Context: an optimization exercise on an open-source flow, tuned for small area. The choices shown serve that exercise and are no tape-out recipe.
Only simulation tests tie the RTL to the original design; equivalence was not proved.
The flow treats the clock pin as an ideal source, which a real chip does not have.
Power is estimated from default activity; no workload was simulated.

v54:
// pocsag_rx
module pocsag_rx (
    input  wire        clk,
    input  wire        rst,
    input  wire        in_valid,
    input  wire [15:0] in_sample,
    output wire        pre_found,
    output wire        sync_found,
    output wire        out_valid,
    output wire [3:0]  out_index,
    output wire [31:0] out_word,
    output wire        out_fail,
    output wire        out_addr
);
    localparam PRE_MIN_T = 519;
    localparam [31:0]  KMP_P  = 32'h1BA84B3E;
    localparam [159:0] KMP_FB = {5'd2, 5'd2, 5'd4, 5'd1, 5'd1, 5'd5, 5'd1, 5'd1,
                                 5'd1, 5'd3, 5'd1, 5'd3, 5'd1, 5'd2, 5'd2, 5'd2,
                                 5'd3, 5'd1, 5'd2, 5'd3, 5'd1, 5'd4, 5'd1, 5'd1,
                                 5'd2, 5'd0, 5'd1, 5'd1, 5'd1, 5'd1, 5'd1, 5'd0};
    localparam [1:0] S_PRE   = 2'd0,
                     S_SYNC  = 2'd1,
                     S_BATCH = 2'd2;
    wire bit_valid, bit_val;
    pocsag_slicer u_slicer (
        .clk       (clk),
        .rst       (rst),
        .in_valid  (in_valid),
        .in_sample (in_sample),
        .bit_valid (bit_valid),
        .bit_val   (bit_val)
    );
  ...
export LEC_CHECK = 0
export CAP_MARGIN = 20
export CORE_MARGIN = 2
export CORE_UTILIZATION = 65
export CTS_BUF_LIST = sky130_fd_sc_hd__clkbuf_16
export CTS_CLUSTER_DIAMETER = 80
export CTS_CLUSTER_SIZE = 33
export PLACE_DENSITY = 0.75
export SLEW_MARGIN = 20
create_clock -name core_clock -period 14.0 [get_ports {clk}]
standard.sh (not shown) runs the stock make flow with config.mk's settings and CLKGATE_MAP_FILE= SYNTH_SCRIPT=/design/flow/synth_recipe.tcl, a recipe that flattens the netlist after the stock synthesis.
==> flow/flow/run.sh <==
#!/bin/bash
set -euo pipefail
W=$PWD
sed 's|^\( *\)log_cmd abc {\*}$abc_args$|\1log_cmd abc {*}[lreplace $abc_args 1 1 $::env(AREA_ABC_SCRIPT)]|' \
  "$FLOW_HOME/scripts/synth.tcl" > "$W/synth_area_orfs.tcl"
grep -q 'AREA_ABC_SCRIPT' "$W/synth_area_orfs.tcl"
sed "s|source \$::env(SCRIPTS_DIR)/synth.tcl|source $W/synth_area_orfs.tcl|" synth_recipe.tcl > "$W/synth_area.tcl"
grep -q "source $W/synth_area_orfs.tcl" "$W/synth_area.tcl"
export AREA_ABC_SCRIPT=$W/flow/abc_area.script
export BUFFER_PORTS_ARGS="-buffer_cell sky130_fd_sc_hd__buf_1"
export CTS_ARGS="-sink_clustering_enable -repair_clock_nets -sink_clustering_size 33 -sink_clustering_max_diameter 80 -buf_list sky130_fd_sc_hd__clkbuf_16 -dont_use_dummy_load"
bash standard.sh SYNTH_SCRIPT="$W/synth_area.tcl" cts > standard_cts.log 2>&1
R=orfs/results/$FLOW_PLATFORM/pocsag_rx/base
P=$FLOW_HOME/platforms/$FLOW_PLATFORM
DONT_USE=$(make -s -C "$FLOW_HOME" DESIGN_CONFIG="$W/config.mk" WORK_HOME="$W/orfs" print-DONT_USE_CELLS 2>/dev/null | sed -n 's/^DONT_USE_CELLS: //p')
RESULTS_DIR=$R PLATFORM_DIR=$P LIB_FILES=$P/lib/sky130_fd_sc_hd__tt_025C_1v80.lib DONT_USE_CELLS="$DONT_USE" \
  openroad -no_init -exit flow/recover.tcl > recover.log 2>&1
bash standard.sh SYNTH_SCRIPT="$W/synth_area.tcl" finish > standard.log 2>&1
==> flow/flow/abc_area.script <==
&get -n
&st
&dch -f
&nf -a -R 1000
&st
&syn2
&dch -f
&nf -a -R 1000
&st
&syn2
&dch -f
&nf -a -R 1000
&st
&syn2
&dch -f
&nf -a -R 1000
&put
==> flow/flow/recover.tcl <==
# Between clock tree synthesis and global routing: size cells down where the
# timing allows (OpenROAD's power recovery), then legalize the placement.
set res $::env(RESULTS_DIR)
read_liberty $::env(LIB_FILES)
read_db $res/4_cts.odb
read_sdc $res/4_cts.sdc
source $::env(PLATFORM_DIR)/setRC.tcl
set_dont_use $::env(DONT_USE_CELLS)
estimate_parasitics -placement
report_worst_slack -max
report_design_area
repair_timing -recover_power 100 -setup_margin 0.5 -verbose
detailed_placement
check_placement -verbose
estimate_parasitics -placement
report_worst_slack -max
report_check_types -max_slew -max_capacitance -violators
report_design_area
write_db $res/4_cts.odb
In summary, v54 completed successfully, with a layout that passed the timing, DRC and antenna checks.
Input changes introduced in v17 (baseline for comparison: v54):
diff --git a/flow/flow/run.sh b/flow/flow/run.sh
--- a/flow/flow/run.sh
+++ b/flow/flow/run.sh
@@ -11 +11 @@
-export CTS_ARGS="-sink_clustering_enable -repair_clock_nets -sink_clustering_size 33 -sink_clustering_max_diameter 80 -buf_list sky130_fd_sc_hd__clkbuf_16 -dont_use_dummy_load"
+export CTS_ARGS="-sink_clustering_enable -repair_clock_nets -sink_clustering_size 30 -sink_clustering_max_diameter 120 -buf_list sky130_fd_sc_hd__clkbuf_16 -dont_use_dummy_load"
diff --git a/flow/config.mk b/flow/config.mk
--- a/flow/config.mk
+++ b/flow/config.mk
@@ -12,2 +12,4 @@
-export CTS_CLUSTER_DIAMETER = 80
-export CTS_CLUSTER_SIZE = 33
+export CTS_CLUSTER_DIAMETER = 120
+export CTS_CLUSTER_SIZE = 30
+export GPL_ROUTABILITY_DRIVEN = 0
+export GPL_TIMING_DRIVEN = 0
### Flow results
Global routing met2 resource utilization delta for v17 relative to v54: 1.9 points lower. Taking v54 as the reference, in v17 clock network power lost about 1%, final design utilization held steady, non-clock buffer count in the final layout now smaller, total power now sits lower, maximum clock frequency now sits higher. A top layer used by detailed routing of met4 is what v17 shows, while met5 belongs to v54. In v17, combinational cell fraction of total power is lower than in v54. On cell area, v54 tracks v17 almost exactly. On total length of routed met2 wires: between v17 and v54, it ends up higher for v54. Taking v17 as 1.0, v54 lands at 1.06 on total wire length after detailed routing. Share of total power in the clock network: v54 vs v17, no meaningful difference.
The inputs of v31 differ from those of v17 as listed below.
diff --git a/flow/config.mk b/flow/config.mk
--- a/flow/config.mk
+++ b/flow/config.mk
@@ -10 +10 @@
-export CORE_UTILIZATION = 65
+export CORE_UTILIZATION = 80
@@ -14,3 +14 @@
-export GPL_ROUTABILITY_DRIVEN = 0
-export GPL_TIMING_DRIVEN = 0
-export PLACE_DENSITY = 0.75
+export PLACE_DENSITY = 0.85
Results
Taking v17 as the reference, in v31 vertical die dimension went down 9.6%, final setup slack of the worst path went down 0.41 ns, sequential share of layout area held, cell count after synthesis held. The worst hold slack on v17 is in line with that on v31. | slew at the pin closest to its max-slew limit | lower: v17 |. No run among v17 and v31 stopped early or left any final violation; all are clean. Of v17 and v31, the higher share of the cycle needed by the critical path after routing belongs to v31.
Setup changes, v31 to v8
diff --git a/flow/config.mk b/flow/config.mk
--- a/flow/config.mk
+++ b/flow/config.mk
@@ -10 +10 @@
-export CORE_UTILIZATION = 80
+export CORE_UTILIZATION = 65
@@ -14 +14 @@
-export PLACE_DENSITY = 0.85
+export PLACE_DENSITY = 0.75
==> run summary <==
- Against v31, v8 reports a number of rows created at floorplan that is higher.
- v8 -> v31: quantity of gates resized following cts delta 0, exact match
- Diff v31 -> v8: wire length of the first global-routing pass now smaller, placed instance count now larger, die area now larger, starting utilization of the core area now smaller, critical path data arrival time now smaller.
- Comparing the two runs side by side, v8 comes out ahead of v31 on power.
- Reported for v8 and v31, number of instances on the worst hold path turned out identical to the last digit.
- Weighted congestion at the end of routability-driven global placement | v8 below v31
- For v8, the uppermost signal routing layer after detailed routing was met5, unlike v31, where it was met4.
- Worst setup slack in v8 is 0.36 ns higher than in v31

## static timing again, ports no longer ideal
No port has a modelled driver above. Below, the same layouts with a new extraction and two added sets of constraints.
Step 1, drivers: a clkbuf_16 drives clk and a buf_2 each remaining input, both assumed.
Step 2 times the ports against the registers' clock, not the clock port: input delays grow and output delays shrink by t, the midpoint of the rising clock arrivals with the driver on.
a / b / c = ideal / step 1 / step 2; a / b = the first two.
run | shift t [ns] | setup slack, ns | worst setup path at the end | worst data-port slew with drivers (ns)
v54 | 0.586 | 1.993 / 2.017 / 1.431 | input to register | 0.03
v17 | 0.607 | 2.042 / 2.075 / 1.468 | input to register | 0.03
v31 | 0.609 | 1.635 / 1.660 / 1.051 | input to register | 0.05
v8 | 0.605 | 2.000 / 2.025 / 1.420 | input to register | 0.03
After both steps setup and hold are still met in every run listed. The setup slack of v31, which loses most, moves by +0.025 ns with the drivers and by -0.584 ns with both steps.
